Optimization exercise on an open flow, not production practice.
RTL: at most simulated, not proved equivalent.
Function not checked: runs 2 to 6.
Clock network not from TritonCTS: every run shown here.
The clock port is an ideal driver here.
Power: default activity.

File: design.v
module tslcf_deframer (
    input  wire       clk,
    input  wire       rst,
    input  wire       in_valid,
    output wire       in_ready,
    input  wire [1:0] in_kind,
    input  wire [7:0] in_data,
    output reg        b_valid,    
    output reg        e_valid,    
    output reg        a_valid,    
    output reg        fe_first,   
    output reg  [7:0] op_byte
);
    localparam [1:0] K_DATA  = 2'd0,
                     K_EOS   = 2'd1,
                     K_ABORT = 2'd2;
    localparam [1:0] HUNT0 = 2'd0,   
                     HUNT1 = 2'd1,   
                     BODY0 = 2'd2,   
                     BODY1 = 2'd3;   
    reg  [1:0] state;
    reg        pend_end;    
    reg        rdy;         
    assign in_ready = rdy;
    wire take   = in_valid && !fe_first;
    wire is_esc = (in_data == 8'hFE);
    wire is_stx = (in_data == 8'h02);
    always @(posedge clk) begin
        if (!fe_first)
            op_byte <= in_data;
    end
    wire k_data  = !in_kind[1] && !in_kind[0];
    wire k_eos   = !in_kind[1] &&  in_kind[0];
    wire k_abort =  in_kind[1] && !in_kind[0];
    wire s_hunt1 = (state == HUNT1);
    wire s_body0 = (state == BODY0);
    wire s_body1 = (state == BODY1);
    wire in_body = state[1];
    wire t_data  = take && k_data;
    wire t_stop  = take && (k_eos || k_abort);    
    reg [1:0] state_n;
    always @(*) begin
        state_n = state;
        if (t_stop)
            state_n = HUNT0;
        else if (t_data) begin
            case (state)
                HUNT0: if (is_esc) state_n = HUNT1;
                HUNT1: if (is_stx) state_n = BODY0; else if (!is_esc) state_n = HUNT0;
                BODY0: if (is_esc) state_n = BODY1;
                default: state_n = BODY0;
            endcase
        end
    end
    wire lone_x  = t_data && s_body1 && !is_esc && !is_stx;
    wire lone_e  = take && k_eos && s_body1;
    wire fe_n    = lone_x || lone_e;
    wire b_n     = fe_first ? !pend_end
                 : (t_data && ((s_body0 && !is_esc) || (s_body1 && !is_stx))) || lone_e;
    wire e_n     = fe_first ? pend_end
                 : (t_data && s_body1 && is_stx) || (take && k_eos && s_body0);
    wire a_n     = !fe_first && take && k_abort && in_body;
    always @(posedge clk) begin
        pend_end <= lone_e;    
        if (rst) begin
            state    <= HUNT0;
            b_valid  <= 1'b0;
            e_valid  <= 1'b0;
            a_valid  <= 1'b0;
            fe_first <= 1'b0;
            rdy      <= 1'b1;
        end else begin
            state    <= state_n;
            b_valid  <= b_n;
            e_valid  <= e_n;
            a_valid  <= a_n;
            fe_first <= fe_n;
            rdy      <= !fe_n;
        end
    end
endmodule
module tslcf_parser (
    input  wire        clk,
    input  wire        rst,
    input  wire        b_valid,
    input  wire        e_valid,
    input  wire        a_valid,
    input  wire        fe_first,
    input  wire [7:0]  op_byte,
    output reg         out_valid,
    output reg  [3:0]  out_tag,
    output reg  [15:0] out_data
);
    localparam [2:0] F_PBC    = 3'd1,
                     F_VERFLG = 3'd2,
                     F_SCREEN = 3'd3,
                     F_INDEX  = 3'd4,
                     F_CW     = 3'd5,
                     F_TLEN   = 3'd6;
    localparam [2:0] S_OK          = 3'd0,
                     S_TOOSHORT    = 3'd1,
                     S_LENMISMATCH = 3'd2,
                     S_TRUNCATED   = 3'd3,
                     S_UNSUPPORTED = 3'd4,
                     S_ABORTED     = 3'd5;
    reg  [2:0]  field;       
    reg         half;        
    reg         text;        
    reg         stop;        
    reg  [15:0] text_nleft;  
    reg  [15:0] len_nleft;   
    reg         len_over;    
    wire [15:0] text_inc, len_inc;
    assign text_inc[0] = !text_nleft[0];
    assign len_inc[0]  = !len_nleft[0];
    genvar gi;
    generate
        for (gi = 1; gi < 16; gi = gi + 1) begin : g_inc
            assign text_inc[gi] = text_nleft[gi] ^ (&text_nleft[gi-1:0]);
            assign len_inc[gi]  = len_nleft[gi]  ^ (&len_nleft[gi-1:0]);
        end
    endgenerate
    wire [7:0]  lo_byte = out_data[7:0];      
    wire [7:0]  byte_in = fe_first ? 8'hFE : op_byte;
    wire [15:0] field16 = {byte_in, lo_byte};
    wire f_pbc  = (field == F_PBC);
    wire f_cw   = (field == F_CW);
    wire f_tlen = (field == F_TLEN);
    wire header = (field == F_PBC) || (field == F_VERFLG) || (field == F_SCREEN);
    wire ev_text = b_valid && text;
    wire ev_lo   = b_valid && !text && !stop && !half;
    wire ev_hi   = b_valid && !text && !stop && half;
    wire ev_end  = e_valid || a_valid;
    reg  [2:0]  status;
    always @(*) begin
        if (a_valid)
            status = S_ABORTED;
        else if (header)
            status = S_TOOSHORT;
        else if (len_over || len_nleft != 16'hFFFF)
            status = S_LENMISMATCH;
        else if (stop)
            status = S_UNSUPPORTED;
        else if (field == F_INDEX && !half && !text)
            status = S_OK;
        else
            status = S_TRUNCATED;
    end
    always @(posedge clk) begin
        out_valid      <= ev_text || ev_hi || ev_end;
        out_tag[3]     <= ev_end;
        out_tag[2:0]   <= ev_end ? 3'd0 : ev_hi ? field : 3'd7;
        out_data[15:8] <= ev_hi ? byte_in : 8'd0;
        if (ev_end)
            out_data[7:0] <= {5'd0, status};
        else if (ev_text || ev_lo)
            out_data[7:0] <= byte_in;
    end
    always @(posedge clk) begin
        if (rst || ev_end) begin
            field <= F_PBC;
            half  <= 1'b0;
            text  <= 1'b0;
            stop  <= 1'b0;
        end else if (ev_text) begin
            text <= (text_nleft[15:1] != 15'h7FFF);
        end else if (ev_lo) begin
            half <= 1'b1;
        end else if (ev_hi) begin
            half <= 1'b0;
            case (field)
                F_PBC:    field <= F_VERFLG;
                F_VERFLG: field <= F_SCREEN;
                F_CW: begin
                    field <= F_TLEN;
                    stop  <= byte_in[7];
                end
                F_TLEN: begin
                    field <= F_INDEX;
                    text  <= (field16 != 16'd0);
                end
                F_SCREEN: field <= F_INDEX;
                default:  field <= F_CW;            
            endcase
        end
    end
    always @(posedge clk) begin
        if (ev_text)
            text_nleft <= text_inc;
        else if (ev_hi && f_tlen)
            text_nleft <= ~field16;
    end
    always @(posedge clk) begin
        if (b_valid) begin
            if (ev_hi && f_pbc) begin
                len_nleft <= ~field16;
                len_over  <= 1'b0;
            end else begin
                len_nleft <= len_inc;
                if (len_nleft == 16'hFFFF)
                    len_over <= 1'b1;
            end
        end
    end
endmodule
module tslcf_rx (
    input  wire        clk,
    input  wire        rst,
    input  wire        in_valid,
    output wire        in_ready,
    input  wire [1:0]  in_kind,
    input  wire [7:0]  in_data,
    output wire        out_valid,
    output wire [3:0]  out_tag,
    output wire [15:0] out_data
);
    wire       b_valid;
    wire       e_valid;
    wire       a_valid;
    wire       fe_first;
    wire [7:0] op_byte;
    tslcf_deframer u_deframer (
        .clk      (clk),
        .rst      (rst),
        .in_valid (in_valid),
        .in_ready (in_ready),
        .in_kind  (in_kind),
        .in_data  (in_data),
        .b_valid  (b_valid),
        .e_valid  (e_valid),
        .a_valid  (a_valid),
        .fe_first (fe_first),
        .op_byte  (op_byte)
    );
    tslcf_parser u_parser (
        .clk       (clk),
        .rst       (rst),
        .b_valid   (b_valid),
        .e_valid   (e_valid),
        .a_valid   (a_valid),
        .fe_first  (fe_first),
        .op_byte   (op_byte),
        .out_valid (out_valid),
        .out_tag   (out_tag),
        .out_data  (out_data)
    );
endmodule
File: flow/run.sh
#!/bin/bash
# Standard layout with two changes:
#  - the ports get plain buffers instead of delay cells;
#  - the clock tree is built by hand (flow/cts_hook.tcl, run by ORFS's cts
#    step before it would call clock_tree_synthesis): one root buffer driving
#    one buffer per cluster of registers, in place of TritonCTS's H-tree.
set -euo pipefail
work=$(pwd)
export BUFFER_PORTS_ARGS="-buffer_cell sky130_fd_sc_hd__buf_1"
export PRE_CTS_TCL="$work/flow/cts_hook.tcl"
bash standard.sh > flow.log 2>&1
File: flow/cts_hook.tcl
# Clock tree by hand: the clock port drives K buffers, each driving a
# cluster of the registers (k-means on their placed positions).
proc manual_cts {K cbuf {rbuf ""}} {
  set block [ord::get_db_block]
  set clknet [$block findNet clk]
  set master [[ord::get_db] findMaster $cbuf]
  set sinks {}
  foreach it [$clknet getITerms] {
    set b [[$it getInst] getBBox]
    lappend sinks [list $it [expr {([$b xMin] + [$b xMax]) / 2.0}] [expr {([$b yMin] + [$b yMax]) / 2.0}]]
  }
  set sinks [lsort -real -index 1 $sinks]
  set n [llength $sinks]
  # initial centers: spread along x
  set cx {}; set cy {}
  for {set k 0} {$k < $K} {incr k} {
    set s [lindex $sinks [expr {int(($k + 0.5) * $n / $K)}]]
    lappend cx [lindex $s 1]; lappend cy [lindex $s 2]
  }
  for {set iter 0} {$iter < 30} {incr iter} {
    set sumx [lrepeat $K 0.0]; set sumy [lrepeat $K 0.0]; set cnt [lrepeat $K 0]
    set assign {}
    foreach s $sinks {
      set best 0; set bd 1e30
      for {set k 0} {$k < $K} {incr k} {
        set d [expr {abs([lindex $s 1] - [lindex $cx $k]) + abs([lindex $s 2] - [lindex $cy $k])}]
        if {$d < $bd} { set bd $d; set best $k }
      }
      lappend assign $best
      lset sumx $best [expr {[lindex $sumx $best] + [lindex $s 1]}]
      lset sumy $best [expr {[lindex $sumy $best] + [lindex $s 2]}]
      lset cnt $best [expr {[lindex $cnt $best] + 1}]
    }
    for {set k 0} {$k < $K} {incr k} {
      if {[lindex $cnt $k] > 0} {
        lset cx $k [expr {[lindex $sumx $k] / [lindex $cnt $k]}]
        lset cy $k [expr {[lindex $sumy $k] / [lindex $cnt $k]}]
      }
    }
  }
  set src $clknet
  if {$rbuf ne ""} {
    # one root buffer at the middle of the leaves
    set rinst [odb::dbInst_create $block [[ord::get_db] findMaster $rbuf] clkbuf_root]
    set src [odb::dbNet_create $block clknet_root]
    $src setSigType CLOCK
    [$rinst findITerm A] connect $clknet
    [$rinst findITerm X] connect $src
    set mx 0.0; set my 0.0
    for {set k 0} {$k < $K} {incr k} { set mx [expr {$mx + [lindex $cx $k]}]; set my [expr {$my + [lindex $cy $k]}] }
    $rinst setLocation [expr {int($mx / $K)}] [expr {int($my / $K)}]
    $rinst setPlacementStatus PLACED
  }
  for {set k 0} {$k < $K} {incr k} {
    set inst [odb::dbInst_create $block $master clkbuf_leaf_$k]
    set net [odb::dbNet_create $block clknet_leaf_$k]
    $net setSigType CLOCK
    [$inst findITerm A] connect $src
    [$inst findITerm X] connect $net
    $inst setLocation [expr {int([lindex $cx $k])}] [expr {int([lindex $cy $k])}]
    $inst setPlacementStatus PLACED
    lappend nets $net
  }
  foreach s $sinks a $assign {
    set it [lindex $s 0]
    $it disconnect
    $it connect [lindex $nets $a]
  }
  puts "manual_cts: $n sinks in $K clusters of [join $cnt { }]"
}

# ORFS's cts step calls clock_tree_synthesis: build the tree by hand instead,
# a root buffer driving one buffer per cluster of registers.
proc clock_tree_synthesis {args} {
  manual_cts 5 sky130_fd_sc_hd__clkbuf_8 sky130_fd_sc_hd__clkbuf_8
  set_propagated_clock [all_clocks]
}
File: standard.sh
#!/bin/bash
# synth_recipe.tcl (not shown) runs the flow's synth.tcl, then flattens the netlist and writes it again
# the make line also repeats each setting of config.mk as NAME=value (left out here)
make -C /OpenROAD-flow-scripts/flow DESIGN_CONFIG=/design/flow/config.mk WORK_HOME=/design/flow/orfs CLKGATE_MAP_FILE= SYNTH_SCRIPT=/design/flow/synth_recipe.tcl "${@:-finish}"
File: config.mk
export PLATFORM = sky130hd
export DESIGN_NAME = tslcf_rx
export DESIGN_NICKNAME = tslcf_rx
export VERILOG_FILES = /design/flow/design.v
export SDC_FILE = /design/flow/constraint.sdc
export NUM_CORES = 4
export LEC_CHECK = 0
export CAP_MARGIN = 20
export CORE_MARGIN = 2
export CORE_UTILIZATION = 65
export PLACE_DENSITY = 0.75
export SETUP_SLACK_MARGIN = 2.2
export SLEW_MARGIN = 20
export TNS_END_PERCENT = 100
File: constraint.sdc
create_clock -name core_clock -period 4.0 [get_ports {clk}]
set_input_delay 0.8000 -clock core_clock [delete_from_list [all_inputs] [get_ports {clk}]]
set_output_delay 0.8000 -clock core_clock [all_outputs]
set_load 0.01 [all_outputs]
==> results of run 1 <==
==> power breakdown <==
| part | switching [uW] | total (uW) | internal, uW |
|---|---|---|---|
| clock | 216 | 352 | 136 |
| combinational | 24.6 | 38.0 | 13.4 |
| sequential | 4.18 | 829 | 825 |
| total | 244 | 1220 | 975 |
==> final cells by class <==
type,instances,area (sq um)
Timing Repair Buffer,46,227.7
Buffer,6,82.58
Fill cell,353,1209
Sequential cell,76,1969
Multi-Input combinational cell,248,1567
Tap cell,70,87.58
Inverter,8,30.03
==> kinds of logic (layout without fill, tap and decap cells) <==
logic type | count (synthesis) | in the layout | synth area share, %
compound gates | 56 | 56 | 8.880
xor+xnor | 25 | 25 | 6.241
fa+ha+maj | 11 | 11 | 3.923
buf+inv | 23 | 60 | 2.603
flops | 76 | 76 | 55.92
mux | 4 | 4 | 1.141
simple gates | 152 | 152 | 21.29
==> metrics by stage <==
stage | cell area [sq um] | total power [uW] | instances
after global placement | 3677 | 880.9 | 437
after detailed placement | 3677 | 881.6 | 437
after floorplan | 3516 | 865.3 | 347
final | 3964 | 1219 | 454
after CTS | 3831 | 1220 | 446
after global routing | 3964 | 1254 | 454
==> state kept, by name, summed over array words and instances, names as in the netlist <==
name,count
u_deframer.a_valid,1
u_deframer.b_valid,1
u_deframer.e_valid,1
u_deframer.fe_first,1
u_deframer.op_byte,8
u_deframer.pend_end,1
u_deframer.rdy,1
u_deframer.state,2
u_parser.field,3
u_parser.half,1
u_parser.len_nleft,16
u_parser.len_over,1
u_parser.out_data,16
u_parser.out_tag,4
u_parser.out_valid,1
u_parser.stop,1
u_parser.text,1
u_parser.text_nleft,16
==> tightest hold or removal path, delay by kind of cell, from the launching register on <==
family           cells  cell delay (ps)
AND/OR/NAND/NOR      2              170
flip-flops           1              360
==> cell usage in the layout, fill, tap and decap left out, types with 12 or more instances in the layout <==
cell,n
nor2_1,61
edfxtp_1,44
buf_1,31
nand2_1,29
dfxtp_1,28
a21oi_1,25
o21ai_0,18
xor2_1,16
buf_4,12
==> worst min-delay path by stage <==
stage	start	cells past startpoint	slack, ps	end
floorplan	u_deframer.op_byte[5]	2	470	u_parser.out_data[13]
global placement	u_deframer.state[0]	2	520	u_deframer.state[0]
detailed placement	u_deframer.state[0]	2	530	u_deframer.state[0]
CTS	u_deframer.state[0]	2	540	u_deframer.state[0]
global route	u_parser.out_data[3]	2	590	u_parser.out_data[3]
finish	u_deframer.op_byte[1]	2	550	u_parser.out_data[9]
==> what timing repair did <==
action | CTS | global route
hold endpoints to repair | 0 | 0
gates resized for setup | 12 | 19
endpoints found under the setup margin | 61 | 49
setup buffers | 3 | 8
pin swaps | 3 | 11
==> routing by layer <==
metal  up-vias  wire length, um  track usage, %
met4         0              161           5.536
li1       1296                -               -
met2        67             3502           41.04
met5         -                0               0
met1      1209             3255           34.47
met3        15              415           2.326
==> key figures, run 1 <==
Clock tree
  – Clock Latency Late Sink: around 340 ps
  – CTS Hold Bufs: 0
  – Clock-pin slew on the worst setup and hold paths: approximately 100 ps

Critical path
  – Critical path, cell by cell: buf_6 > or4_4 > nor4_4 > buf_4 > o21ai_1 > nand4_1 > a221oi_2
  – Slowest-stage cell, CP: or4_4
  – R2R Path End: u_parser.len_over
  – Reg2Reg Depth: 5
  – CP required: 4190 ps
  – Crit start category: primary input
  – CP endpoint kind: register
  – CP top delay family: simple AND/OR/NAND/NOR gates
  – Maximum fanout along the worst path: 3
  – Crit path launch: in_data[7]
  – Worst path depth: 7
  – CP bufs+invs: 2
  – Reg2Reg Launch Point: u_parser.text
  – Worst Setup EP: u_deframer.state[0]
  – Crit Path Class: in2reg
  – Signal arrival time at the worst endpoint: between 2000 and 2500 ps
  – Worst R2R Setup Slack: around 2200 ps
  – Worst stage delay on the critical path: ~540 ps

Placement
  – DP HPWL: 5026 um
  – Setup WS pre-CTS: ~1500 ps
  – Port Buffer Count: 34
  – RePlAce Congestion: 0.7793

Run
  – Maxcap violations: 0

STA
  – Final setup fails: 0
  – RSZ-0062 raised after global routing: true
  – Worst Tran Pin Value: 679.8 ps
  – TNS Setup: 0 ps
  – Clock Skews: roughly 19 ps
  – Max-slew violations: 0
  – Crit path time final: 1830 ps
  – Hold Vio Cnt, Final: 0
  – Slew HR: between 50% and 60%
  – Fin worst setup slack: around 2200 ps
  – Final worst-path cycle share: 45.76%
  – Hold Slack: roughly 550 ps
  – Maximum clock rate: 546.3 MHz

Drt
  – Vias/cell: ~5.7
  – DRT Pass-1 Iters: 4
  – Final WL: approximately 7300 um
  – Routed vias: approximately 2600
  – Drt initial violations: roughly 220
  – DR WL/cell: 16.15 um
  – Antenna Nets Post-Route: 0
  – Drt drc: 0

Floorplanning
  – Initial core utilization: around two thirds
  – I/O pins: 35
  – DIE AREA: between 6000 and 7000 sq um
  – Core area: between 5000 and 6000 sq um
  – Die outline height: between 70 and 80 um
  – # rows: 26
  – Die W: approximately 77 um

Logic synthesis
  – Post-synth EDFFs: 44
  – Yosys reg bits: 76
  – Synth warn: 2
  – Syn nets: ~370
  – Leading area contributor after synthesis: edfxtp_1
  – Count leader, synth: nor2_1
  – Most frequent cells after synthesis: nor2_1 (64), edfxtp_1 (44), dfxtp_1 (32)
  – Asr flop ratio synth: 0%
  – Post-synthesis cell area: roughly 3500 sq um
  – Main synth FF type: edfxtp_1
  – Top cells by area, synth: edfxtp_1 (38%), dfxtp_1 (18%), nor2_1 (6.8%), xor2_1 (4.0%), ha_1 (3.9%)
  – Post-synth top area share: between 30 and 40%
  – Syn Area/Cell: ~10 sq um
  – Post-synthesis cell count: approximately 350
  – Post-synthesis sequential area ratio: roughly 56%
  – Unique cell type count in the Yosys netlist: 44

Power and ir drop
  – Pwr/cell area: 307.6 nW/um^2
  – P_leak: ~0.0015 uW
  – Worst vdd ir: approximately 0.26 mV

Cells and area
  – # diodes: 0
  – Final Util: 76.63%
  – Final nets: between 400 and 500
  – Share of post-route cells with drive strength above 1: 12.50%
  – Layout overhead on the synthesized area: 12.98%

Global route
  – First-pass GRT wire length: 11780 um
  – GR Overflow Total: 0
  – GRT Util Overall: approximately a quarter
  – Vias in the first global route: 2411
  – Initial antenna violation count: 0
  – Largest net degree at the start of global routing: 35

Status
  – Outcome: no timing/DRC/antenna violations

Worst hold path
  – Hold WC Path Type: reg2reg
Testbench counts, summed over its fixed seeds: cycles 14,627.
==> inputs of run 2 (changes only) <==
--- a/design.v
+++ b/design.v
@@ -23,8 +23,13 @@
     reg        rdy;         
     assign in_ready = rdy;
     wire take   = in_valid && !fe_first;
-    wire is_esc = (in_data == 8'hFE);
-    wire is_stx = (in_data == 8'h02);
+    wire is_esc;
+    wire is_stx;
+    tslcf_bytecmp u_cmp (
+        .d   (in_data),
+        .esc (is_esc),
+        .stx (is_stx)
+    );
     always @(posedge clk) begin
         if (!fe_first)
             op_byte <= in_data;
@@ -78,6 +83,14 @@
             rdy      <= !fe_n;
         end
     end
+endmodule
+module tslcf_bytecmp (
+    input  wire [7:0] d,
+    output wire       esc,    
+    output wire       stx     
+);
+    assign esc = (d == 8'hFE);
+    assign stx = (d == 8'h02);
 endmodule
 module tslcf_parser (
     input  wire        clk,
--- a/config.mk
+++ b/config.mk
@@ -11,4 +11,6 @@
 export PLACE_DENSITY = 0.75
 export SETUP_SLACK_MARGIN = 2.2
 export SLEW_MARGIN = 20
+export SYNTH_HIERARCHICAL = 1
+export SYNTH_MINIMUM_KEEP_SIZE = 0
 export TNS_END_PERCENT = 100
==> key figures, run 2 <==
Drt
  – DR WL/cell: 15.68 um (-2.9%)
  – Drt drc: 0 (unchanged)
  – Drt initial violations: 193 (-11%)
  – Final WL: 7213 um (-1.6%)
  – DRT Pass-1 Iters: 5 (+1)
  – Antenna Nets Post-Route: 0 (unchanged)
  – Routed vias: 2664 (+3.0%)
  – Vias/cell: 5.791 (+1.6%)

Power and ir drop
  – Internal power: 970.7 uW (-0.42%)
  – Sequential power share: 67.9% (about the same)
  – Pwr/cell area: 301.4 nW/um^2 (-2.0%)
  – Worst vdd ir: 0.2413 mV (-8.0%)
  – P_leak: 0.001479 uW (-0.46%)
  – Clk pwr share: 29.4% (+0.5 points)
  – Switch Pwr: 245.4 uW (+0.40%)
  – Power share of the combinational group: 2.7% (-0.4 points)
  – Switching share of total power: 20.18% (+0.13 points)

Placement
  – DP HPWL: 4828 um (-3.9%)
  – Cell total after placement: 433 (-0.92%)
  – Setup WS pre-CTS: 1871 ps (+325.2 ps)
  – Port Buffer Count: 34 (unchanged)
  – RePlAce Congestion: 0.8068 (+3.5%)

Logic synthesis
  – Post-synthesis sequential area ratio: 55.13% (-0.79 points)
  – Post-synth EDFFs: 44 (unchanged)
  – Leading area contributor after synthesis: edfxtp_1
  – Main synth FF type: edfxtp_1
  – Yosys reg bits: 76 (unchanged)
  – Unique cell type count in the Yosys netlist: 50 (+14%)
  – Asr flop ratio synth: 0% (unchanged)
  – Most frequent cells after synthesis: nor2_1 (57), edfxtp_1 (44), dfxtp_1 (32)
  – Synth warn: 8 (+6)
  – Post-synthesis cell count: 342 (-1.4%)
  – Post-synth top area share: 37.13% (-0.53 points)
  – Count leader, synth: nor2_1
  – Post-synthesis cell area: 3558 sq um (+1.4%)
  – Top cells by area, synth: edfxtp_1 (37%), dfxtp_1 (18%), nor2_1 (6.0%), ha_1 (3.9%), xnor2_1 (3.2%)
  – Syn Area/Cell: 10.40 sq um (+2.9%)
  – Syn nets: 366 (-1.3%)

Global route
  – GR Overflow Total: 0 (unchanged)
  – First-pass GRT wire length: 11360 um (-3.5%)
  – Initial antenna violation count: 0 (unchanged)
  – Largest net degree at the start of global routing: 32 (-8.6%)
  – Vias in the first global route: 2381 (-1.2%)
  – GRT Util Overall: 23.22% (-1.1 points)

STA
  – Slew HR: 51.78% (-2.6 points)
  – Fin worst setup slack: 2230 ps (+60.75 ps)
  – Worst Tran Pin Value: 718.5 ps (+38.69 ps)
  – Max-slew violations: 0 (unchanged)
  – Crit path time final: 1770 ps (-60.75 ps)
  – Final worst-path cycle share: 44.24% (-1.5 points)
  – RSZ-0062 raised after global routing: true
  – TNS Setup: 0 ps (unchanged)
  – Hold Vio Cnt, Final: 0 (unchanged)
  – Maximum clock rate: 565.1 MHz (+3.4%)
  – Clock Skews: 29.52 ps (+10.92 ps)
  – Final setup fails: 0 (unchanged)

Floorplanning
  – # rows: 26 (unchanged)
  – DIE AREA: 6082 sq um (+1.4%)
  – Initial core utilization: 68.37% (+0.54 points)
  – Die outline height: 77.99 um (+0.68%)
  – Die W: 77.99 um (+0.68%)
  – Core area: 5205 sq um (+0.63%)
  – I/O pins: 35 (unchanged)

Cells and area
  – # fillers: 364 (+3.1%)
  – Layout overhead on the synthesized area: 13.40%
  – Post-Layout Cell Count: 460 (+1.3%)
  – Registers with the most flip-flops: u_parser.len_nleft x16, u_parser.out_data x16, u_parser.text_nleft x16
  – Final nets: 416 (+1.5%)
  – # diodes: 0 (unchanged)
  – Most frequent cells in the layout: nor2_1 (56), edfxtp_1 (44), buf_1 (34), nand2_1 (27), dfxtp_1 (23)
  – Share of post-route cells with drive strength above 1: 17.44% (+4.9 points)
  – Commonest non-fill, non-tap cell in the layout: nor2_1

Worst hold path
  – Hold WC Path Type: reg2reg

Critical path
  – Worst R2R Setup Slack: 2240 ps (+30 ps)
  – CP endpoint kind: register
  – Signal arrival time at the worst endpoint: 1980 ps (-40 ps)
  – CP required: 4210 ps (+20 ps)
  – Crit Path Class: in2reg
  – Maximum fanout along the worst path: 5 (+2)
  – Crit start category: primary input

Status
  – Outcome: no timing/DRC/antenna violations

Run
  – Maxcap violations: 0 (unchanged)

Clock tree
  – Clock-pin slew on the worst setup and hold paths: 100 ps (about the same)
  – Clock Latency Late Sink: 330 ps (about the same)
-- run 2: changes by cell type after synthesis, moves of 4 or more --
cell,previous run,this run
a21oi_1,25,21
a31oi_1,0,5
nor2_1,64,57
o21ai_2,0,6
xnor2_1,9,13
xor2_1,16,11
-- run 2: per-module statistics from Yosys (local to each module, per instance), a selection --
module | cell area [sq um] | copies in the design
tslcf_parser | 2890 | 1
tslcf_deframer | 626.9 | 1
tslcf_bytecmp | 41.29 | 1
-- run 2: layout make-up --
cell class / count / area (sq um) / share of cell area, %
Multi-Input combinational cell: 244 / 1568 / 38.85
Sequential cell: 76 / 1976 / 48.96
Inverter: 9 / 36.28 / 0.8992
Timing Repair Buffer: 55 / 285.3 / 7.070
Buffer: 6 / 82.58 / 2.047
Tap cell: 70 / 87.58 / 2.171
-- run 2: power groups by stage --
stage / registers (uW) / clock network, uW / logic [uW]
final: 826 / 357 / 33.0
after global routing: 826 / 386 / 36.7
after CTS: 826 / 360 / 32.7
after detailed placement: 844 / 0 / 32.5
after global placement: 844 / 0 / 31.5
after floorplan: 843 / 0 / 17.4
-- run 2: worst paths after layout --
check	cells past startpoint	startpoint	to
setup / recovery	6	in_data[4]	u_deframer.state[0]
hold / removal	2	u_deframer.pend_end	u_deframer.e_valid
setup reg to reg	6	u_parser.len_nleft[0]	u_parser.out_data[1]
hold reg to reg	2	u_deframer.pend_end	u_deframer.e_valid
-- run 2: logic make-up after synthesis --
family                   count (synthesis)  share of synthesized area (%)
XOR/XNOR                                24                          5.907
adder cells (fa/ha/maj)                 11                          3.868
buffers and inverters                   22                          2.954
AND/OR/NAND/NOR                        143                          20.64
multiplexers                             3                         0.8439
flip-flops                              76                          55.13
AO/OA/AOI/OAI                           63                          10.65
-- run 2: per-layer routing --
| metal | track usage [%] | part of all wire (%) | vias to the layer above |
|---|---|---|---|
| met1 | 32.68 | 42 | 1238 |
| met2 | 40.52 | 51 | 96 |
| met4 | 2.632 | 1.2 | 0 |
| met5 | 0 | 0 | - |
| met3 | 2.442 | 6.6 | 12 |
| li1 | - | - | 1318 |
-- run 2: through the flow --
stage                     hold slack [ps]  util, %  cell area, sq um  power, uW
after floorplan                     459.4        -              3575      860.6
after global placement              498.4    71.49              3721      875.2
after detailed placement            498.1    71.49              3721      876.4
after CTS                           519.1    75.22              3915       1218
after global routing                574.6    77.52              4035       1250
final                               523.4    77.52              4035       1216
-- run 2: critical path, stage by stage --
cell and delay (ps):
buf_1 90, or4_4 540, nor4_4 250, o21ai_0 120
nand4_1 110, a21oi_1 70
-- run 2: timing repair --
| item | in CTS | in global routing |
|---|---|---|
| buffers inserted | 10 | 11 |
| gates resized for setup | 12 | 15 |
| pin swaps | 6 | 8 |
| endpoints found under the hold margin | 0 | 0 |
| hold buffers | 0 | 0 |
| endpoints found under the setup margin | 53 | 38 |
==> inputs of run 3 (changes only) <==
--- a/config.mk
+++ b/config.mk
@@ -9,7 +9,7 @@
 export CORE_MARGIN = 2
 export CORE_UTILIZATION = 65
 export PLACE_DENSITY = 0.75
-export SETUP_SLACK_MARGIN = 2.2
+export SETUP_SLACK_MARGIN = 2.0
 export SLEW_MARGIN = 20
 export SYNTH_HIERARCHICAL = 1
 export SYNTH_MINIMUM_KEEP_SIZE = 0
==> key figures, run 3 <==
Critical path
  – Crit start category: primary input
  – Crit Path Class: in2reg
  – R2R Path End: u_parser.len_nleft[9]
  – CP required: 4180 ps (-30 ps)
  – Worst R2R Setup Slack: 2090 ps (-150 ps)
  – Maximum fanout along the worst path: 5 (unchanged)
  – CP endpoint kind: register
  – Reg2Reg Depth: 7 (+1)
  – Reg2Reg Launch Point: u_parser.len_nleft[0]
  – Signal arrival time at the worst endpoint: 2100 ps (+120 ps)

Logic synthesis
  – Unique cell type count in the Yosys netlist: 50 (unchanged)
  – Post-synthesis cell count: 342 (unchanged)
  – Post-synth top area share: 37.13% (unchanged)
  – Most frequent cells after synthesis: nor2_1 (57), edfxtp_1 (44), dfxtp_1 (32)
  – Main synth FF type: edfxtp_1
  – Yosys reg bits: 76 (unchanged)
  – Syn nets: 366 (unchanged)
  – Post-synth EDFFs: 44 (unchanged)
  – Top cells by area, synth: edfxtp_1 (37%), dfxtp_1 (18%), nor2_1 (6.0%), ha_1 (3.9%), xnor2_1 (3.2%)
  – Syn Area/Cell: 10.40 sq um (unchanged)
  – Leading area contributor after synthesis: edfxtp_1
  – Post-synthesis sequential area ratio: 55.13% (unchanged)
  – Synth warn: 8 (unchanged)
  – Asr flop ratio synth: 0% (unchanged)
  – Count leader, synth: nor2_1
  – Post-synthesis cell area: 3558 sq um (unchanged)

Drt
  – DRT Pass-1 Iters: 5 (unchanged)
  – Routed vias: 2603 (-2.3%)
  – Vias/cell: 5.863 (+1.2%)
  – Drt drc: 0 (unchanged)
  – Met1 Wirelength: 3105 um (+3.5%)
  – Drt initial violations: 205 (+6.2%)
  – Met3 Routed Length: 440 um (-7.9%)
  – Final WL: 7042 um (-2.4%)
  – Antenna Nets Post-Route: 0 (unchanged)
  – DR top layer: met4
  – Met2 WL: 3373 um (-7.5%)
  – DR WL/cell: 15.86 um (+1.1%)

Cells and area
  – # fillers: 408 (+12%)
  – Final Util: 73.82% (-3.7 points)
  – Area of the multi-input gates: 1505 sq um (-4.0%)
  – Most frequent cells in the layout: nor2_1 (57), edfxtp_1 (44), buf_1 (34), dfxtp_1 (31), nand2_1 (27)
  – Final nets: 400 (-3.8%)
  – Register area: 1966 sq um (-0.51%)
  – Layout overhead on the synthesized area: 7.982%
  – Share of post-route cells with drive strength above 1: 8.824% (-8.6 points)
  – Registers with the most flip-flops: u_parser.len_nleft x16, u_parser.out_data x16, u_parser.text_nleft x16
  – # diodes: 0 (unchanged)
  – Commonest non-fill, non-tap cell in the layout: nor2_1

Worst hold path
  – Hold WC Path Type: reg2reg
  – Critical hold path startpoint: u_deframer.pend_end
  – Worst Hold End: u_deframer.e_valid
  – Hold depth: 2 (unchanged)

Global route
  – Initial antenna violation count: 0 (unchanged)
  – GR Overflow Total: 0 (unchanged)
  – GRT Util Overall: 23.64% (+0.42 points)
  – First-pass GRT wire length: 11420 um (+0.48%)
  – Vias in the first global route: 2357 (-1.0%)
  – Largest net degree at the start of global routing: 32 (unchanged)

Placement
  – Port Buffer Count: 34 (unchanged)
  – RePlAce Congestion: 0.8270 (+2.5%)
  – DP HPWL: 4894 um (+1.4%)
  – Setup WS pre-CTS: 1696 ps (-174.6 ps)

Floorplanning
  – # rows: 26 (unchanged)
  – I/O pins: 35 (unchanged)
  – Die outline height: 77.99 um (unchanged)
  – Core area: 5205 sq um (unchanged)
  – DIE AREA: 6082 sq um (unchanged)
  – Die W: 77.99 um (unchanged)
  – Initial core utilization: 68.37% (unchanged)

STA
  – Fin worst setup slack: 2086 ps (-144.2 ps)
  – Worst Tran Pin Value: 675.8 ps (-42.67 ps)
  – Final worst-path cycle share: 47.85% (+3.6 points)
  – Clock Skews: 40.41 ps (+10.89 ps)
  – Max-slew violations: 0 (unchanged)
  – Slew HR: 54.64% (+2.9 points)
  – Hold Slack: 500.4 ps (-23.03 ps)
  – RSZ-0062 raised after global routing: false
  – Crit path time final: 1914 ps (+144.2 ps)
  – TNS Setup: 0 ps (unchanged)
  – Maximum clock rate: 522.5 MHz (-7.5%)
  – Hold Vio Cnt, Final: 0 (unchanged)
  – Final setup fails: 0 (unchanged)

Run
  – Maxcap violations: 0 (unchanged)

Power and ir drop
  – Pwr Total: 1208 uW (-0.71%)
  – Pwr/cell area: 314.3 nW/um^2 (+4.3%)
  – P_leak: 0.001392 uW (-5.9%)
  – Worst vdd ir: 0.2667 mV (+10%)

Clock tree
  – Clock Latency Late Sink: 340 ps (about the same)
  – CTS Hold Bufs: 0 (unchanged)
  – Clock-pin slew on the worst setup and hold paths: 100 ps (about the same)

Status
  – Outcome: no timing/DRC/antenna violations
==> run 3: cell counts after synthesis <==
No cell type changed its count.
==> run 3: layer usage <==
layer	vias to the layer above	GRT usage [%]
met4	0	4.211
met2	86	39.22
met5	-	0
met1	1218	33.39
li1	1284	-
met3	15	4.070
==> run 3: logic make-up after synthesis <==
| group | count (synthesis) | synth area share (%) |
|---|---|---|
| AND/OR/NAND/NOR | 143 | 20.64 |
| flip-flops | 76 | 55.13 |
| AO/OA/AOI/OAI | 63 | 10.65 |
| XOR/XNOR | 24 | 5.907 |
| buffers and inverters | 22 | 2.954 |
| adder cells (fa/ha/maj) | 11 | 3.868 |
| multiplexers | 3 | 0.8439 |
==> run 3: worst max-delay path: stages <==
cell,delay (ps)
buf_1,90
or4_1,530
nor4_2,360
o21ai_0,140
nand4_1,110
a21oi_1,60
==> run 3: layout make-up <==
type | instances | area share, %
flip-flops and latches | 76 | 51.16
multi-input cells | 244 | 39.17
repair buffers | 39 | 4.298
well taps | 70 | 2.279
plain buffers | 6 | 2.149
inverters | 9 | 0.9443
==> run 3: worst max path at each step <==
stage | from | end | slack (ps)
after floorplan | in_data[4] | u_deframer.state[1] | 2050
after global placement | u_deframer.b_valid | u_parser.text_nleft[1] | 1730
after detailed placement | u_deframer.b_valid | u_parser.text_nleft[2] | 1700
after CTS | u_parser.len_nleft[0] | u_parser.len_nleft[9] | 2010
after global routing | u_parser.len_nleft[0] | u_parser.len_nleft[9] | 1990
final | in_data[4] | u_deframer.state[0] | 2090
==> run 3: what timing repair did <==
item | 4_1_cts | 5_1_grt
endpoints found under the setup margin | 38 | 2
gates resized for setup | 2 | 3
pin swaps | 2 | 0
setup buffers | 4 | 1
==> run 3: power by group <==
part / switching (uW) / internal, uW / leakage, uW / total (uW)
sequential: 2.21 / 824 / 0.000635 / 826
clock: 213 / 136 / 0.0000431 / 349
combinational: 21.9 / 10.2 / 0.000714 / 32.1
total: 237 / 970 / 0.00139 / 1210
==> run 3: per-stage QoR <==
step	std cells	area, sq um
final	444	3842
after CTS	443	3822
after global routing	444	3842
after global placement	433	3706
after detailed placement	433	3706
after floorplan	342	3560
==> run 3: per-module statistics from Yosys (local to each module, per instance), a selection <==
module,cells inside,flip-flops and latches,cell area (sq um),copies in the design
tslcf_parser,286,60,2890,1
tslcf_deframer,50,16,626.9,1
tslcf_bytecmp,6,0,41.29,1
==> inputs of run 4 (changes only) <==
--- a/config.mk
+++ b/config.mk
@@ -9,7 +9,7 @@
 export CORE_MARGIN = 2
 export CORE_UTILIZATION = 65
 export PLACE_DENSITY = 0.75
-export SETUP_SLACK_MARGIN = 2.0
+export SETUP_SLACK_MARGIN = 2.1
 export SLEW_MARGIN = 20
 export SYNTH_HIERARCHICAL = 1
 export SYNTH_MINIMUM_KEEP_SIZE = 0
==> key figures, run 4 <==
Status
  – Outcome: no timing/DRC/antenna violations

Floorplanning
  – Core area: 5205 sq um (unchanged)
  – I/O pins: 35 (unchanged)
  – DIE AREA: 6082 sq um (unchanged)
  – # rows: 26 (unchanged)
  – Initial core utilization: 68.37% (unchanged)
  – Die W: 77.99 um (unchanged)
  – Die outline height: 77.99 um (unchanged)

Logic synthesis
  – Post-synth EDFFs: 44 (unchanged)
  – Main synth FF type: edfxtp_1
  – Most frequent cells after synthesis: nor2_1 (57), edfxtp_1 (44), dfxtp_1 (32)
  – Post-synth top area share: 37.13% (unchanged)
  – Leading area contributor after synthesis: edfxtp_1
  – Asr flop ratio synth: 0% (unchanged)
  – Unique cell type count in the Yosys netlist: 50 (unchanged)
  – Post-synthesis cell area: 3558 sq um (unchanged)
  – Yosys reg bits: 76 (unchanged)
  – Count leader, synth: nor2_1
  – Syn Area/Cell: 10.40 sq um (unchanged)
  – Synth warn: 8 (unchanged)
  – Post-synthesis sequential area ratio: 55.13% (unchanged)
  – Syn nets: 366 (unchanged)
  – Top cells by area, synth: edfxtp_1 (37%), dfxtp_1 (18%), nor2_1 (6.0%), ha_1 (3.9%), xnor2_1 (3.2%)
  – Post-synthesis cell count: 342 (unchanged)

Critical path
  – CP bufs+invs: 0 (-1)
  – Reg2Reg Launch Point: u_parser.len_nleft[0]
  – Worst stage delay on the critical path: 410 ps (-120 ps)
  – Crit start category: register
  – CP top delay family: simple AND/OR/NAND/NOR gates
  – Worst R2R Setup Slack: 2160 ps (+70 ps)
  – CP endpoint kind: register
  – Signal arrival time at the worst endpoint: 1920 ps (-180 ps)
  – Slowest-stage cell, CP: edfxtp_1
  – Most used cell, CP: and3_1
  – Crit path launch: u_parser.len_nleft[0]
  – Critical path, cell by cell: ha_2 > and3_1 > and2_4 > and3_1 > ha_1 > xnor2_1 > o21ai_0
  – Crit Path Class: reg2reg
  – Maximum fanout along the worst path: 3 (-2)
  – CP required: 4080 ps (-100 ps)

STA
  – Final worst-path cycle share: 46.11% (-1.7 points)
  – Worst Tran Pin Value: 698.4 ps (+22.56 ps)
  – TNS Setup: 0 ps (unchanged)
  – Fin worst setup slack: 2155 ps (+69.28 ps)
  – Max-slew violations: 0 (unchanged)
  – Clock Skews: 18.77 ps (-21.64 ps)
  – Crit path time final: 1845 ps (-69.28 ps)
  – Maximum clock rate: 542.1 MHz (+3.8%)
  – Final setup fails: 0 (unchanged)
  – Hold Vio Cnt, Final: 0 (unchanged)
  – RSZ-0062 raised after global routing: true
  – Slew HR: 53.13% (-1.5 points)

Drt
  – Drt drc: 0 (unchanged)
  – DR WL/cell: 16.65 um (+5.0%)
  – Drt initial violations: 114 (-44%)
  – Routed vias: 2632 (+1.1%)
  – Vias/cell: 5.862 (about the same)
  – Final WL: 7476 um (+6.2%)
  – Antenna Nets Post-Route: 0 (unchanged)
  – DRT Pass-1 Iters: 4 (-1)

Placement
  – DP HPWL: 5212 um (+6.5%)
  – Setup WS pre-CTS: 1700 ps (+3.610 ps)
  – RePlAce Congestion: 0.8225 (-0.54%)
  – Port Buffer Count: 34 (unchanged)

Global route
  – GR Overflow Total: 0 (unchanged)
  – Vias in the first global route: 2541 (+7.8%)
  – Largest net degree at the start of global routing: 32 (unchanged)
  – Initial antenna violation count: 0 (unchanged)
  – First-pass GRT wire length: 12040 um (+5.4%)
  – GRT Util Overall: 24.70% (+1.1 points)

Power and ir drop
  – Pwr/cell area: 312.0 nW/um^2 (-0.73%)
  – P_leak: 0.001416 uW (+1.7%)
  – Worst vdd ir: 0.2152 mV (-19%)

Worst hold path
  – Critical hold path startpoint: u_deframer.pend_end
  – Hold WC Path Type: reg2reg

Cells and area
  – Final nets: 405 (+1.3%)
  – Layout overhead on the synthesized area: 9.423%
  – Most frequent cells in the layout: nor2_1 (57), edfxtp_1 (44), buf_1 (34), dfxtp_1 (30), nand2_1 (27)
  – Registers with the most flip-flops: u_parser.len_nleft x16, u_parser.out_data x16, u_parser.text_nleft x16
  – Share of post-route cells with drive strength above 1: 10.82% (+2.0 points)
  – # diodes: 0 (unchanged)
  – # fillers: 364 (-11%)
  – Commonest non-fill, non-tap cell in the layout: nor2_1
  – Register area: 1967 sq um (about the same)
  – Final Util: 74.81% (+0.99 points)
  – Area of the multi-input gates: 1518 sq um (+0.83%)

Run
  – Maxcap violations: 0 (unchanged)

Clock tree
  – Clock-pin slew on the worst setup and hold paths: 100 ps (about the same)
  – Clock Latency Late Sink: 330 ps (about the same)
## run 4: cell types whose count changed in the layout (fill, tap and decap cells not counted), sizes merged
cell and change:
buf +5
## run 4: area by class of cell
cell class	count	area share, %
buffer	6	2.121
inverter	9	0.9319
timing repair buffer	44	5.206
sequential	76	50.51
multi-input combinational	244	38.98
tap	70	2.249
## run 4: stage by stage
stage               std cells  power [uW]  cell area, sq um  hold WS, ps
finish                    449        1215              3894        506.6
global route              449        1253              3894        533.0
CTS                       443        1219              3836        510.1
detailed placement        433       877.6              3719        487.8
global placement          433       876.8              3719        490.9
floorplan                 342       861.3              3572        450.6
## run 4: cells by family (layout without fill, tap and decap cells)
group | after synthesis | after routing | share of synthesized area (%)
AND/OR/NAND/NOR | 143 | 143 | 20.64
flip-flops | 76 | 76 | 55.13
AO/OA/AOI/OAI | 63 | 63 | 10.65
XOR/XNOR | 24 | 24 | 5.907
buffers and inverters | 22 | 59 | 2.954
adder cells (fa/ha/maj) | 11 | 11 | 3.868
multiplexers | 3 | 3 | 0.8439
## run 4: worst min-delay path, cell delays in order (launching register included)
cell,delay [ps]
dfxtp_1,320
nand2_1,70
a31oi_1,70
## run 4: repair_timing
action | in CTS | in global routing
endpoints found under the hold margin | 0 | 0
resized for setup | 3 | 5
setup buffers | 4 | 6
endpoints found under the setup margin | 55 | 21
hold buffers | 0 | 0
gates cloned | 0 | 0
pin swaps | 2 | 2
## run 4: worst paths after layout
check | end | depth (start not counted)
hold reg to reg | u_deframer.e_valid | 2
setup / recovery | u_parser.len_nleft[9] | 7
setup reg to reg | u_parser.len_nleft[9] | 7
hold / removal | u_deframer.e_valid | 2
## run 4: layer usage
layer	vias up	global-route usage, %	share of wire [%]
met5	-	0	0
met4	0	8.596	2.2
met3	17	2.209	5.3
met2	71	41.29	50
met1	1252	34.06	43
li1	1292	-	-
## run 4: report_power, final
group / total [uW] / internal, uW / switching [uW]
clock: 355 / 136 / 219
combinational: 33.7 / 10.5 / 23.1
sequential: 826 / 824 / 2.14
## run 4: Yosys stat by module, one instance, submodules excluded, excerpt
module          cell area [sq um]  flops+latches  cells inside
tslcf_parser                 2890             60           286
tslcf_deframer              626.9             16            50
tslcf_bytecmp               41.29              0             6
==> inputs of run 5 (changes only) <==
--- a/design.v
+++ b/design.v
@@ -20,8 +20,9 @@
                      BODY1 = 2'd3;   
     reg  [1:0] state;
     reg        pend_end;    
-    reg        rdy;         
-    assign in_ready = rdy;
+    reg        nfe;         
+    assign in_ready = nfe;
+    always @(*) fe_first = !nfe;
     wire take   = in_valid && !fe_first;
     wire is_esc;
     wire is_stx;
@@ -72,15 +73,13 @@
             b_valid  <= 1'b0;
             e_valid  <= 1'b0;
             a_valid  <= 1'b0;
-            fe_first <= 1'b0;
-            rdy      <= 1'b1;
+            nfe      <= 1'b1;
         end else begin
             state    <= state_n;
             b_valid  <= b_n;
             e_valid  <= e_n;
             a_valid  <= a_n;
-            fe_first <= fe_n;
-            rdy      <= !fe_n;
+            nfe      <= !fe_n;
         end
     end
 endmodule
--- a/flow/cts_hook.tcl
+++ b/flow/cts_hook.tcl
@@ -72,6 +72,6 @@
 # ORFS's cts step calls clock_tree_synthesis: build the tree by hand instead,
 # a root buffer driving one buffer per cluster of registers.
 proc clock_tree_synthesis {args} {
-  manual_cts 5 sky130_fd_sc_hd__clkbuf_8 sky130_fd_sc_hd__clkbuf_8
+  manual_cts 6 sky130_fd_sc_hd__clkbuf_8 sky130_fd_sc_hd__clkbuf_8
   set_propagated_clock [all_clocks]
 }
--- a/config.mk
+++ b/config.mk
@@ -9,7 +9,7 @@
 export CORE_MARGIN = 2
 export CORE_UTILIZATION = 65
 export PLACE_DENSITY = 0.75
-export SETUP_SLACK_MARGIN = 2.1
+export SETUP_SLACK_MARGIN = 2.2
 export SLEW_MARGIN = 20
 export SYNTH_HIERARCHICAL = 1
 export SYNTH_MINIMUM_KEEP_SIZE = 0
==> key figures, run 5 <==
Logic synthesis
  – Yosys reg bits: 75 (-1.3%)
  – Post-synth EDFFs: 44 (unchanged)
  – Leading area contributor after synthesis: edfxtp_1
  – Syn Area/Cell: 10.37 sq um (-0.35%)
  – Post-synthesis cell count: 338 (-1.2%)
  – Synth warn: 8 (unchanged)
  – Most frequent cells after synthesis: nor2_1 (58), edfxtp_1 (44), dfxtp_1 (31)
  – Asr flop ratio synth: 0% (unchanged)
  – Post-synthesis cell area: 3505 sq um (-1.5%)
  – Post-synthesis sequential area ratio: 55.41% (+0.28 points)
  – Unique cell type count in the Yosys netlist: 47 (-6.0%)
  – Syn nets: 362 (-1.1%)
  – Main synth FF type: edfxtp_1
  – Post-synth top area share: 37.70% (+0.57 points)
  – Top cells by area, synth: edfxtp_1 (38%), dfxtp_1 (18%), nor2_1 (6.2%), ha_1 (3.9%), xnor2_1 (3.2%)
  – Count leader, synth: nor2_1

Cells and area
  – Final nets: 416 (+2.7%)
  – Most frequent cells in the layout: nor2_1 (57), edfxtp_1 (44), buf_1 (31), nand2_1 (28), buf_4 (23)
  – Registers with the most flip-flops: u_parser.len_nleft x16, u_parser.out_data x16, u_parser.text_nleft x16
  – Commonest non-fill, non-tap cell in the layout: nor2_1
  – # diodes: 0 (unchanged)
  – Layout overhead on the synthesized area: 15.60%
  – # fillers: 359 (-1.4%)
  – Final Util: 78.82% (+4.0 points)
  – Share of post-route cells with drive strength above 1: 18.97% (+8.2 points)

Floorplanning
  – DIE AREA: 5995 sq um (-1.4%)
  – Die W: 77.43 um (-0.72%)
  – Initial core utilization: 68.18% (-0.18 points)
  – Die outline height: 77.43 um (-0.72%)
  – # rows: 26 (unchanged)
  – I/O pins: 35 (unchanged)
  – Core area: 5140 sq um (-1.2%)

Critical path
  – CP endpoint kind: register
  – CP required: 4240 ps (+160 ps)
  – Crit Path Class: in2reg
  – Signal arrival time at the worst endpoint: 2080 ps (+160 ps)
  – Maximum fanout along the worst path: 5 (+2)
  – Crit start category: primary input

STA
  – Crit path time final: 1841 ps (-3.230 ps)
  – Maximum clock rate: 543.1 MHz (+0.18%)
  – Clock Skews: 32.30 ps (+13.53 ps)
  – Max-slew violations: 0 (unchanged)
  – TNS Setup: 0 ps (unchanged)
  – RSZ-0062 raised after global routing: true
  – Hold Vio Cnt, Final: 0 (unchanged)
  – Slew HR: 51.77% (-1.4 points)
  – Worst Tran Pin Value: 718.6 ps (+20.29 ps)
  – Final setup fails: 0 (unchanged)
  – Hold Slack: 526.8 ps (+20.16 ps)
  – Final worst-path cycle share: 46.03% (-0.081 points)

Drt
  – Vias/cell: 5.824 (-0.65%)
  – Antenna Nets Post-Route: 0 (unchanged)
  – Final WL: 7435 um (-0.55%)
  – Routed vias: 2679 (+1.8%)
  – Drt drc: 0 (unchanged)
  – Drt initial violations: 239 (+110%)
  – DRT Pass-1 Iters: 4 (unchanged)
  – DR WL/cell: 16.16 um (-2.9%)

Power and ir drop
  – Clk pwr share: 30.8% (+1.6 points)
  – Pwr/cell area: 305.1 nW/um^2 (-2.2%)
  – Switching share of total power: 20.29% (+0.20 points)
  – Internal power: 985.2 uW (+1.5%)
  – Switch Pwr: 250.9 uW (+2.8%)
  – Worst vdd ir: 0.1988 mV (-7.6%)
  – Sequential power share: 66.2% (-1.8 points)
  – Power share of the combinational group: 3.0% (+0.2 points)
  – P_leak: 0.001512 uW (+6.8%)

Global route
  – Largest net degree at the start of global routing: 32 (unchanged)
  – First-pass GRT wire length: 11410 um (-5.2%)
  – GRT Util Overall: 23.43% (-1.3 points)
  – GR Overflow Total: 0 (unchanged)
  – Vias in the first global route: 2425 (-4.6%)
  – Initial antenna violation count: 0 (unchanged)

Run
  – Maxcap violations: 0 (unchanged)

Placement
  – Port Buffer Count: 34 (unchanged)
  – RePlAce Congestion: 0.8298 (+0.89%)
  – DP HPWL: 4752 um (-8.8%)

Status
  – Outcome: no timing/DRC/antenna violations

Clock tree
  – Clock-pin slew on the worst setup and hold paths: 90 ps (about the same)
  – Clock Latency Late Sink: 340 ps (about the same)

Worst hold path
  – Hold WC Path Type: reg2reg
run 5: changes by cell type in the layout (fill, tap and decap cells not counted), sizes merged, moves of 2 or more:
cell and delta:
nand2b -2, buf +11, nand3 +2, clkbuf +3
run 5: repair_timing:
item,in CTS,in global routing
pin swaps,7,10
setup endpoints to repair,50,37
gates resized for setup,15,20
buffers inserted,9,14
hold buffers,0,0
hold endpoints to repair,0,0
run 5: power by group through the flow:
stage          Combinational (uW)  Clock [uW]  Sequential, uW
6_report                     36.8         381             818
5_1_grt                      41.4         408             819
4_1_cts                      33.5         384             818
3_5_place_dp                 33.5           0             836
3_3_place_gp                 32.7           0             836
2_1_floorplan                17.6           0             835
run 5: layer usage:
layer / wire, um / track usage [%]
met3: 501 / 3.605
met1: 3073 / 31.17
met2: 3603 / 39.83
met4: 257 / 7.143
met5: 0 / 0
run 5: critical path, cell delays in order:
cell    delay (ps)
buf_6           90
or4_4          530
nor4_4         360
nor3_2          60
o31a_1         240
run 5: area by class of cell:
cell class / count / area (sq um) / share of cell area, %
buffer: 7 / 96.34 / 2.378
inverter: 8 / 35.03 / 0.8647
multi-input combinational: 243 / 1564 / 38.60
sequential: 75 / 1958 / 48.33
tap: 70 / 87.58 / 2.162
timing repair buffer: 57 / 310.3 / 7.659
run 5: worst paths after layout:
check / start / to / slack [ps] / cells after the start
min reg2reg: u_deframer.pend_end / u_deframer.e_valid / 530 / 2
min: u_deframer.pend_end / u_deframer.e_valid / 530 / 2
max: in_data[3] / u_deframer.b_valid / 2160 / 5
max reg2reg: u_parser.len_nleft[0] / u_parser.out_data[2] / 2180 / 6
run 5: kinds of logic after synthesis:
| kind of cell | synth area share (%) |
|---|---|
| DFF | 55.41 |
| AOI/OAI and AO/OA | 10.57 |
| muxes | 0.8569 |
| buffers and inverters | 2.749 |
| adders and majority gates | 3.927 |
| and+or+nand+nor | 20.49 |
| xor gates and xnor gates | 5.998 |
run 5: per-stage QoR:
step | total power (uW) | setup slack, ps | instances | area [sq um]
4_1_cts | 1235 | 2136 | 446 | 3876
2_1_floorplan | 852.6 | 1986 | 338 | 3522
3_3_place_gp | 868.5 | 1829 | 430 | 3674
5_1_grt | 1268 | 2131 | 460 | 4051
3_5_place_dp | 869.5 | 1795 | 430 | 3674
6_report | 1236 | 2159 | 460 | 4051
run 5: modules after synthesis, one instance, submodules excluded, excerpt:
module,flip-flops and latches,copies in the design,cells inside
tslcf_parser,60,1,286
tslcf_deframer,15,1,46
tslcf_bytecmp,0,1,6
==> inputs of run 6 (changes only) <==
--- a/config.mk
+++ b/config.mk
@@ -9,7 +9,7 @@
 export CORE_MARGIN = 2
 export CORE_UTILIZATION = 65
 export PLACE_DENSITY = 0.75
-export SETUP_SLACK_MARGIN = 2.2
+export SETUP_SLACK_MARGIN = 2.1
 export SLEW_MARGIN = 20
 export SYNTH_HIERARCHICAL = 1
 export SYNTH_MINIMUM_KEEP_SIZE = 0
==> key figures, run 6 <==
Drt
  – DR WL/cell: 16.41 um (+1.5%)
  – Vias/cell: 5.867 (+0.74%)
  – Drt initial violations: 212 (-11%)
  – DRT Pass-1 Iters: 5 (+1)
  – Antenna Nets Post-Route: 0 (unchanged)
  – Final WL: 7399 um (-0.48%)
  – Routed vias: 2646 (-1.2%)
  – Drt drc: 0 (unchanged)

Power and ir drop
  – Switch Pwr: 249.8 uW (-0.43%)
  – Internal power: 983.9 uW (-0.13%)
  – Sequential power share: 66.3% (about the same)
  – P_leak: 0.001438 uW (-4.9%)
  – Switching share of total power: 20.25% (-0.049 points)
  – Pwr Total: 1234 uW (-0.20%)
  – Clk pwr share: 30.9% (about the same)
  – Pwr/cell area: 313.7 nW/um^2 (+2.8%)
  – Power share of the combinational group: 2.8% (-0.2 points)
  – Worst vdd ir: 0.2277 mV (+15%)

Logic synthesis
  – Top cells by area, synth: edfxtp_1 (38%), dfxtp_1 (18%), nor2_1 (6.2%), ha_1 (3.9%), xnor2_1 (3.2%)
  – Post-synthesis sequential area ratio: 55.41% (unchanged)
  – Most frequent cells after synthesis: nor2_1 (58), edfxtp_1 (44), dfxtp_1 (31)
  – Unique cell type count in the Yosys netlist: 47 (unchanged)
  – Post-synth EDFFs: 44 (unchanged)
  – Post-synthesis cell area: 3505 sq um (unchanged)
  – Count leader, synth: nor2_1
  – Post-synthesis cell count: 338 (unchanged)
  – Asr flop ratio synth: 0% (unchanged)
  – Syn nets: 362 (unchanged)
  – Main synth FF type: edfxtp_1
  – Leading area contributor after synthesis: edfxtp_1
  – Yosys reg bits: 75 (unchanged)
  – Synth warn: 8 (unchanged)
  – Syn Area/Cell: 10.37 sq um (unchanged)
  – Post-synth top area share: 37.70% (unchanged)

Critical path
  – R2R Path End: u_parser.len_nleft[8]
  – CP endpoint kind: register
  – Worst R2R Setup Slack: 2130 ps (-50 ps)
  – Reg2Reg Launch Point: u_parser.text
  – Maximum fanout along the worst path: 5 (unchanged)
  – Crit start category: primary input
  – Reg2Reg Depth: 6 (unchanged)
  – CP required: 4220 ps (-20 ps)
  – Signal arrival time at the worst endpoint: 2100 ps (+20 ps)
  – Crit Path Class: in2reg

Global route
  – Initial antenna violation count: 0 (unchanged)
  – Layer with the highest usage: met2
  – First-pass GRT wire length: 11760 um (+3.0%)
  – GR Overflow Total: 0 (unchanged)
  – Routing usage on met2: 42.35% (+2.5 points)
  – GRT Util Overall: 24.39% (+0.97 points)
  – Largest net degree at the start of global routing: 32 (unchanged)
  – Vias in the first global route: 2480 (+2.3%)
  – GRT met1 Usage: 32.76% (+1.6 points)
  – Met3 usage: 2.442% (-1.2 points)

Cells and area
  – Final Util: 76.51% (-2.3 points)
  – Registers with the most flip-flops: u_parser.len_nleft x16, u_parser.out_data x16, u_parser.text_nleft x16
  – Area of the multi-input gates: 1526 sq um (-2.4%)
  – Layout overhead on the synthesized area: 12.21%
  – Post-route cell area: 3933 sq um (-2.9%)
  – # diodes: 0 (unchanged)
  – Most frequent cells in the layout: nor2_1 (57), edfxtp_1 (44), buf_1 (33), dfxtp_1 (29), nand2_1 (28)
  – # fillers: 375 (+4.5%)
  – Commonest non-fill, non-tap cell in the layout: nor2_1
  – Register area: 1949 sq um (-0.45%)
  – Share of post-route cells with drive strength above 1: 13.65% (-5.3 points)
  – Final nets: 407 (-2.2%)

Worst hold path
  – Hold WC Path Type: reg2reg
  – Worst Hold End: u_deframer.e_valid
  – Critical hold path startpoint: u_deframer.pend_end
  – Hold depth: 2 (unchanged)

Floorplanning
  – I/O pins: 35 (unchanged)
  – Die outline height: 77.43 um (unchanged)
  – Initial core utilization: 68.18% (unchanged)
  – Core area: 5140 sq um (unchanged)
  – DIE AREA: 5995 sq um (unchanged)
  – # rows: 26 (unchanged)
  – Die W: 77.43 um (unchanged)

Status
  – Outcome: no timing/DRC/antenna violations

STA
  – Max-slew violations: 0 (unchanged)
  – TNS Setup: 0 ps (unchanged)
  – Hold Slack: 487.2 ps (-39.62 ps)
  – Crit path time final: 1873 ps (+31.91 ps)
  – Final setup fails: 0 (unchanged)
  – Final worst-path cycle share: 46.83% (+0.80 points)
  – RSZ-0062 raised after global routing: true
  – Worst Tran Pin Value: 708.9 ps (-9.797 ps)
  – Maximum clock rate: 533.8 MHz (-1.7%)
  – Clock Skews: 18.46 ps (-13.84 ps)
  – Slew HR: 52.43% (+0.66 points)
  – Hold Vio Cnt, Final: 0 (unchanged)

Clock tree
  – Clock Latency Late Sink: 340 ps (about the same)
  – Clock-pin slew on the worst setup and hold paths: 70 ps (-20 ps)
  – CTS Hold Bufs: 0 (unchanged)

Placement
  – Dpl cell area: 3670 sq um (-0.10%)
  – Port Buffer Count: 34 (unchanged)
  – RePlAce Congestion: 0.8352 (+0.65%)
  – DP HPWL: 5052 um (+6.3%)

Run
  – Maxcap violations: 0 (unchanged)
## run 6: logic make-up after synthesis
| family | synth area share, % |
|---|---|
| mux | 0.8569 |
| fa+ha+maj | 3.927 |
| xor+xnor | 5.998 |
| flops | 55.41 |
| simple gates | 20.49 |
| buf+inv | 2.749 |
| compound gates | 10.57 |
## run 6: critical path, cell delays in order
cell and delay (ps):
buf_6 100, or4_4 530, nor4_4 210, buf_4 180, nor3_2 40, o31a_1 240
## run 6: what timing repair did
item	4_1_cts	5_1_grt
buffers inserted	5	9
resized for setup	3	17
endpoints found under the hold margin	0	0
endpoints found under the setup margin	57	25
pin swaps	2	8
## run 6: cell type report
| cell class | instances | share of cell area (%) |
|---|---|---|
| inverters | 8 | 0.8272 |
| plain buffers | 7 | 2.450 |
| multi-input cells | 243 | 38.82 |
| flip-flops and latches | 75 | 49.57 |
| repair buffers | 48 | 6.109 |
| well taps | 70 | 2.227 |
## run 6: worst max path at each step
stage | startpoint | endpoint | slack, ps
6_report | in_data[3] | u_deframer.b_valid | 2130
5_1_grt | u_parser.text | u_parser.len_nleft[8] | 2060
4_1_cts | u_parser.text | u_parser.text | 2060
3_5_place_dp | u_deframer.b_valid | u_parser.text_nleft[4] | 1690
3_3_place_gp | u_deframer.b_valid | u_parser.text_nleft[4] | 1750
2_1_floorplan | in_data[4] | u_deframer.b_valid | 1980
## run 6: modules after synthesis (local to each module, per instance), excerpt
module / cells / times used
tslcf_deframer: 46 / 1
tslcf_bytecmp: 6 / 1
tslcf_parser: 286 / 1
## run 6: power groups by stage
stage,Clock (uW),Sequential [uW],Combinational [uW]
5_1_grt,407,818,39.6
4_1_cts,386,819,33.3
3_5_place_dp,0,837,33.2
2_1_floorplan,0,836,17.6
6_report,381,818,34.4
3_3_place_gp,0,837,32.3
## run 6: metrics by stage
stage | std cells | worst slack, ps
floorplan | 338 | 1982
global placement | 430 | 1754
detailed placement | 430 | 1688
CTS | 442 | 2056
global route | 451 | 2056
finish | 451 | 2127
## run 6: metal layers
layer | routed length [um] | up-vias
met5 | 0 | -
met4 | 203 | 0
met3 | 373 | 23
met2 | 3652 | 89
met1 | 3169 | 1234
li1 | - | 1300
==> inputs of run 7 (changes only) <==
--- a/design.v
+++ b/design.v
@@ -108,7 +108,8 @@
                      F_SCREEN = 3'd3,
                      F_INDEX  = 3'd4,
                      F_CW     = 3'd5,
-                     F_TLEN   = 3'd6;
+                     F_TLEN   = 3'd6,
+                     F_STOP   = 3'd7;    
     localparam [2:0] S_OK          = 3'd0,
                      S_TOOSHORT    = 3'd1,
                      S_LENMISMATCH = 3'd2,
@@ -118,7 +119,6 @@
     reg  [2:0]  field;       
     reg         half;        
     reg         text;        
-    reg         stop;        
     reg  [15:0] text_nleft;  
     reg  [15:0] len_nleft;   
     reg         len_over;    
@@ -139,6 +139,7 @@
     wire f_cw   = (field == F_CW);
     wire f_tlen = (field == F_TLEN);
     wire header = (field == F_PBC) || (field == F_VERFLG) || (field == F_SCREEN);
+    wire stop   = (field == F_STOP);
     wire ev_text = b_valid && text;
     wire ev_lo   = b_valid && !text && !stop && !half;
     wire ev_hi   = b_valid && !text && !stop && half;
@@ -173,7 +174,6 @@
             field <= F_PBC;
             half  <= 1'b0;
             text  <= 1'b0;
-            stop  <= 1'b0;
         end else if (ev_text) begin
             text <= (text_nleft[15:1] != 15'h7FFF);
         end else if (ev_lo) begin
@@ -183,10 +183,7 @@
             case (field)
                 F_PBC:    field <= F_VERFLG;
                 F_VERFLG: field <= F_SCREEN;
-                F_CW: begin
-                    field <= F_TLEN;
-                    stop  <= byte_in[7];
-                end
+                F_CW:     field <= byte_in[7] ? F_STOP : F_TLEN;
                 F_TLEN: begin
                     field <= F_INDEX;
                     text  <= (field16 != 16'd0);
--- a/config.mk
+++ b/config.mk
@@ -9,7 +9,7 @@
 export CORE_MARGIN = 2
 export CORE_UTILIZATION = 65
 export PLACE_DENSITY = 0.75
-export SETUP_SLACK_MARGIN = 2.1
+export SETUP_SLACK_MARGIN = 2.2
 export SLEW_MARGIN = 20
 export SYNTH_HIERARCHICAL = 1
 export SYNTH_MINIMUM_KEEP_SIZE = 0
==> key figures, run 7 <==
STA
  – Slew HR: 69.69% (+17 points)
  – Final worst-path cycle share: 44.76% (-2.1 points)
  – Clock Skews: 27.00 ps (+8.538 ps)
  – Worst Tran Pin Value: 452.9 ps (-255.9 ps)
  – RSZ-0062 raised after global routing: true
  – TNS Setup: 0 ps (unchanged)
  – Fin worst setup slack: 2210 ps (+82.89 ps)

Clock tree
  – Clock-pin slew on the worst setup and hold paths: 90 ps (+20 ps)

Floorplanning
  – I/O pins: 35 (unchanged)
  – # rows: 26 (unchanged)
  – DIE AREA: 5942 sq um (-0.89%)
  – Initial core utilization: 67.55% (-0.63 points)
  – Die outline height: 77.09 um (-0.45%)

Global route
  – GRT Util Overall: 25.13% (+0.73 points)
  – Routing usage on met2: 41.75% (-0.59 points)
  – Met3 usage: 2.588% (+0.15 points)
  – Vias in the first global route: 2499 (+0.77%)
  – Layer with the highest usage: met2

Placement
  – DP HPWL: 4877 um (-3.5%)
  – Dpl cell area: 3656 sq um (-0.37%)
  – Port Buffer Count: 34 (unchanged)
  – RePlAce Congestion: 0.8456 (+1.2%)

Logic synthesis
  – Leading area contributor after synthesis: edfxtp_1
  – Count leader, synth: nor2_1
  – Top cells by area, synth: edfxtp_1 (38%), dfxtp_1 (17%), nor2_1 (6.4%), ha_1 (4.0%), xnor2_1 (3.5%)
  – Synth warn: 8 (unchanged)
  – Post-synthesis cell area: 3472 sq um (-0.93%)
  – Post-synth EDFFs: 44 (unchanged)
  – Asr flop ratio synth: 0% (unchanged)
  – Yosys reg bits: 74 (-1.3%)

Critical path
  – Worst Setup EP: u_deframer.e_valid
  – Crit path launch: in_data[4]
  – Signal arrival time at the worst endpoint: 2040 ps (-60 ps)
  – Worst R2R Setup Slack: 2230 ps (+100 ps)
  – Reg2Reg Launch Point: u_parser.field[0]
  – Worst stage delay on the critical path: 540 ps (about the same)

Cells and area
  – Share of post-route cells with drive strength above 1: 20.15% (+6.5 points)
  – Registers with the most flip-flops: u_parser.len_nleft x16, u_parser.out_data x16, u_parser.text_nleft x16
  – # diodes: 0 (unchanged)
  – Area of the multi-input gates: 1583 sq um (+3.7%)
  – Most frequent cells in the layout: nor2_1 (52), edfxtp_1 (44), nand2_1 (32), buf_1 (31), buf_4 (23)

Power and ir drop
  – Pwr/cell area: 299.3 nW/um^2 (-4.6%)
  – Pwr Total: 1230 uW (-0.26%)
  – Worst vdd ir: 0.2701 mV (+19%)

Drt
  – DR WL/cell: 16.37 um (-0.19%)
  – Routed vias: 2695 (+1.9%)
  – Drt initial violations: 191 (-9.9%)
  – DRT Pass-1 Iters: 4 (-1)

Status
  – Outcome: no timing/DRC/antenna violations
==> run 7: kinds of logic after synthesis <==
| group | count (synthesis) | share of synthesized area [%] |
|---|---|---|
| muxes | 4 | 1.153 |
| DFF | 74 | 55.35 |
| xor gates and xnor gates | 22 | 5.550 |
| and+or+nand+nor | 148 | 20.86 |
| buffers and inverters | 23 | 2.847 |
| adders and majority gates | 11 | 3.964 |
| AOI/OAI and AO/OA | 61 | 10.27 |
==> run 7: metal layers <==
| layer | vias to the layer above | wire length, um |
|---|---|---|
| met4 | 0 | 164 |
| met1 | 1262 | 3196 |
| met2 | 86 | 3780 |
| met5 | - | 0 |
| li1 | 1328 | - |
| met3 | 19 | 505 |
==> run 7: metrics by stage <==
step                instances  util [%]
floorplan                 343         -
global placement          433     71.13
detailed placement        433     71.13
CTS                       459     77.31
global route              467     79.99
finish                    467     79.99
==> run 7: how the worst min path moves through the flow <==
| stage | slack [ps] | cells past startpoint | end | startpoint |
|---|---|---|---|---|
| 2_1_floorplan | 450 | 2 | u_deframer.e_valid | u_deframer.pend_end |
| 6_report | 510 | 0 | u_deframer.op_byte[6] | u_deframer.nfe |
| 3_3_place_gp | 500 | 2 | u_deframer.e_valid | u_deframer.pend_end |
| 4_1_cts | 530 | 2 | u_parser.out_data[12] | u_deframer.op_byte[4] |
| 3_5_place_dp | 500 | 2 | u_deframer.e_valid | u_deframer.pend_end |
| 5_1_grt | 520 | 0 | u_deframer.op_byte[6] | u_deframer.nfe |
==> run 7: final cells by class <==
cell class / count / area share [%]
Sequential cell: 74 / 47.14
Multi-Input combinational cell: 247 / 38.50
Timing Repair Buffer: 61 / 9.069
Buffer: 7 / 2.343
Tap cell: 70 / 2.130
Inverter: 8 / 0.8217
==> run 7: where the power goes <==
group          total, uW  leakage, uW  switching, uW  internal [uW]
Sequential           813     0.000657           7.05            806
Combinational       39.2     0.000830           24.2           15.0
Clock                378    0.0000503            220            158
Total               1230      0.00154            252            979
==> run 7: timing repair <==
item,CTS,global route
hold buffers,0,0
setup endpoints to repair,49,33
pin swaps,10,9
cloned,1,0
resized for setup,19,21
buffers inserted,18,8
==> run 7: Yosys stat by module (local to each module, per instance), a selection <==
module / times used / flip-flops and latches
tslcf_deframer: 1 / 15
tslcf_bytecmp: 1 / 0
tslcf_parser: 1 / 59
Testbench counts of run 7, summed over its fixed seeds: cycles 14,627.
